This is an optimization exercise on Yosys and OpenROAD, whose aim is small area, a short achievable clock period and few clock cycles, not a production implementation. In this exercise RTL edits were held to simulation tests only and were not proved equivalent to the original. Power is estimated from default activity; no workload was simulated.

== run 1 ==
// wzwave_fbs
module wzwave_fbs (
    input  wire        clk,
    input  wire        rst,
    input  wire        in_valid,
    input  wire [7:0]  in_data,
    output wire        in_ready,
    output wire        out_valid,
    input  wire        out_ready,
    output wire        out_hdr,
    output wire        out_last,
    output wire [3:0]  out_type,
    output wire [71:0] out_data
);
export LEC_CHECK = 0
export CAP_MARGIN = 20
export CORE_MARGIN = 2
export CORE_UTILIZATION = 40
export CTS_CLUSTER_DIAMETER = 60
export CTS_CLUSTER_SIZE = 24
export SLEW_MARGIN = 20
export SYNTH_HIERARCHICAL = 1
create_clock -name core_clock -period 10.0 [get_ports {clk}]
standard.sh (not shown) runs the stock make flow with config.mk's settings and CLKGATE_MAP_FILE= SYNTH_SCRIPT=/design/flow/synth_recipe.tcl, a recipe that flattens the netlist after the stock synthesis.
==> flow/flow/run.sh <==
#!/bin/bash
# The standard layout (the standard.sh: ORFS synthesis through finish) with a
# tighter timing-repair target: repair_timing aims at a setup slack of
# SETUP_SLACK_MARGIN ns at the design's clock period, may resize cells across
# footprints, and the port buffers start out as buf_4 cells.
set -euo pipefail
bash standard.sh SETUP_SLACK_MARGIN=6.8 MATCH_CELL_FOOTPRINT=0 \
    "BUFFER_PORTS_ARGS=-buffer_cell sky130_fd_sc_hd__buf_4" finish > standard.log 2>&1
No stage failed in run 1, and the final checks on the layout all came back clean.
Testbench counts of run 1, summed over its fixed seeds: cycles 31,867.
Edits applied to the flow inputs when going from run 1 to run 2:
- putting TNS_END_PERCENT at 20 where nothing was set
==> comparison <==
- Count of multi-input gates across run 2 and run 1: no real change.
- Summary of run 2 over run 1: routing usage on met2 barely changed, net count reported at finish moved down, wire length comparable, cell area after layout moved down.
- The global-route usage over all layers was comparable across run 2 and run 1.
- Run 2: sequential power share is 0.5 points higher than what run 1 reported.
- Utilization run 1 -> run 2: down
Input-level comparison between run 3 and run 2:
- TNS_END_PERCENT: 20 -> unset
-- flow/flow/run.sh --
<<< run 2, line 7
bash standard.sh SETUP_SLACK_MARGIN=6.8 MATCH_CELL_FOOTPRINT=0 \
>>> run 3, line 7
bash standard.sh SETUP_SLACK_MARGIN=6.6 MATCH_CELL_FOOTPRINT=0 \
Findings:
- Layout inverter count without the clock tree, run 3 and run 2: smaller value in run 2
- On count of plain and timing-repair buffers, the higher figure sits with run 3, not run 2.
- Going from run 2 to run 3, leakage power grew slightly.
- [run 3] utilization rose 0.25 points relative to run 2
For run 4, these inputs were changed with respect to run 3:
- CTS_CLUSTER_DIAMETER: 60 -> 50
- CTS_CLUSTER_SIZE: 24 -> 30
-- flow/flow/run.sh --
<<< run 3, line 7
bash standard.sh SETUP_SLACK_MARGIN=6.6 MATCH_CELL_FOOTPRINT=0 \
>>> run 4, line 7
bash standard.sh SETUP_SLACK_MARGIN=6.8 MATCH_CELL_FOOTPRINT=0 \
--- outcome ---
Sequential share of layout area ends up lower on run 4. Post-route core utilization in run 4 vs run 3: up 1.0 points. Compared to run 3, run 4 has number of diodes added for antenna fixing 2 higher. Taking run 4 over run 3, the wire length on met3 ratio works out to 0.864. Going from run 3 to run 4, wire length the detailed router placed on met1 climbed 850 um; power share of the clock group higher; per-cell via count in the routed design moved down; post-detailed-routing wire length increased by 0.85% relative to the old numbers.

* * *

tundra:
Another version of the RTL of wzwave_fbs (not shown whole).
Size in the first run: ~5,000 cells after synthesis, roughly 2,400 flip-flops, about 79,000 um^2 of cells after synthesis.
clock: 10.0 ns
lec_check: 0
cap_margin: 20
core_margin: 2
core_utilization: 40
slew_margin: 20
run.sh (not shown) runs the stock make flow with config.mk's settings and CLKGATE_MAP_FILE= SYNTH_SCRIPT=/design/flow/synth_recipe.tcl, a recipe that flattens the netlist after the stock synthesis.
Stock flow here: none of the scripts above is used.
tundra | stages: all done | timing, DRC, antenna: all pass
Testbench counts of tundra, summed over its fixed seeds: cycles 32,570.
Inputs modified between tundra and sierra:
# tundra
export LEC_CHECK = 0
export CAP_MARGIN = 20
export CORE_MARGIN = 2
export CORE_UTILIZATION = 40
export SLEW_MARGIN = 20
create_clock -name core_clock -period 10.0 [get_ports {clk}]
# sierra
export LEC_CHECK = 0
export CAP_MARGIN = 20
export CORE_MARGIN = 2
export CORE_UTILIZATION = 40
export SETUP_SLACK_MARGIN = 5
export SLEW_MARGIN = 20
create_clock -name core_clock -period 10.0 [get_ports {clk}]
Findings:
- Worst setup slack for register-to-register paths improves in sierra relative to tundra.
- Delta (sierra minus tundra): wire length after detailed routing has remained practically unchanged; standard cell area after detailed placement did not really move.
- Final design instance area without fill, tundra and sierra, higher one = sierra.

==> static timing again, ports no longer ideal <==
The results above use ideal ports. As a check the final layouts listed here were re-extracted and re-timed, cells and wires unchanged.
Step 1 sets driving cells, clkbuf_16 on the clock port and buf_2 on the other inputs (assumed; they add their load-dependent delay and slew).
Step 2 moves the port delays by t, midway between the first and last clock arrival at a register: inputs arrive t later, outputs are due t later. That takes back most of the time a late clock gives input paths.
Slacks: no drivers / after step 1 / after step 2; pairs: no drivers / after step 1.
| run | t, ns | setup slack, ns | clock arrival spread, ns |
|---|---|---|---|
| run 1 | 0.886 | 6.543 / 6.462 / 6.147 | 0.046 / 0.046 |
| run 2 | 0.881 | 6.533 / 6.449 / 5.980 | 0.054 / 0.055 |
| run 3 | 0.884 | 6.500 / 6.419 / 5.890 | 0.083 / 0.082 |
| run 4 | 0.887 | 6.523 / 6.442 / 6.180 | 0.064 / 0.063 |
| tundra | 0.906 | 3.776 / 3.776 / 3.776 | 0.042 / 0.042 |
| sierra | 0.911 | 4.735 / 4.735 / 4.438 | 0.028 / 0.027 |
After both steps every run listed still meets setup and hold. The setup slack of run 3, which loses most, moves by -0.081 ns with the drivers and by -0.610 ns with both steps.
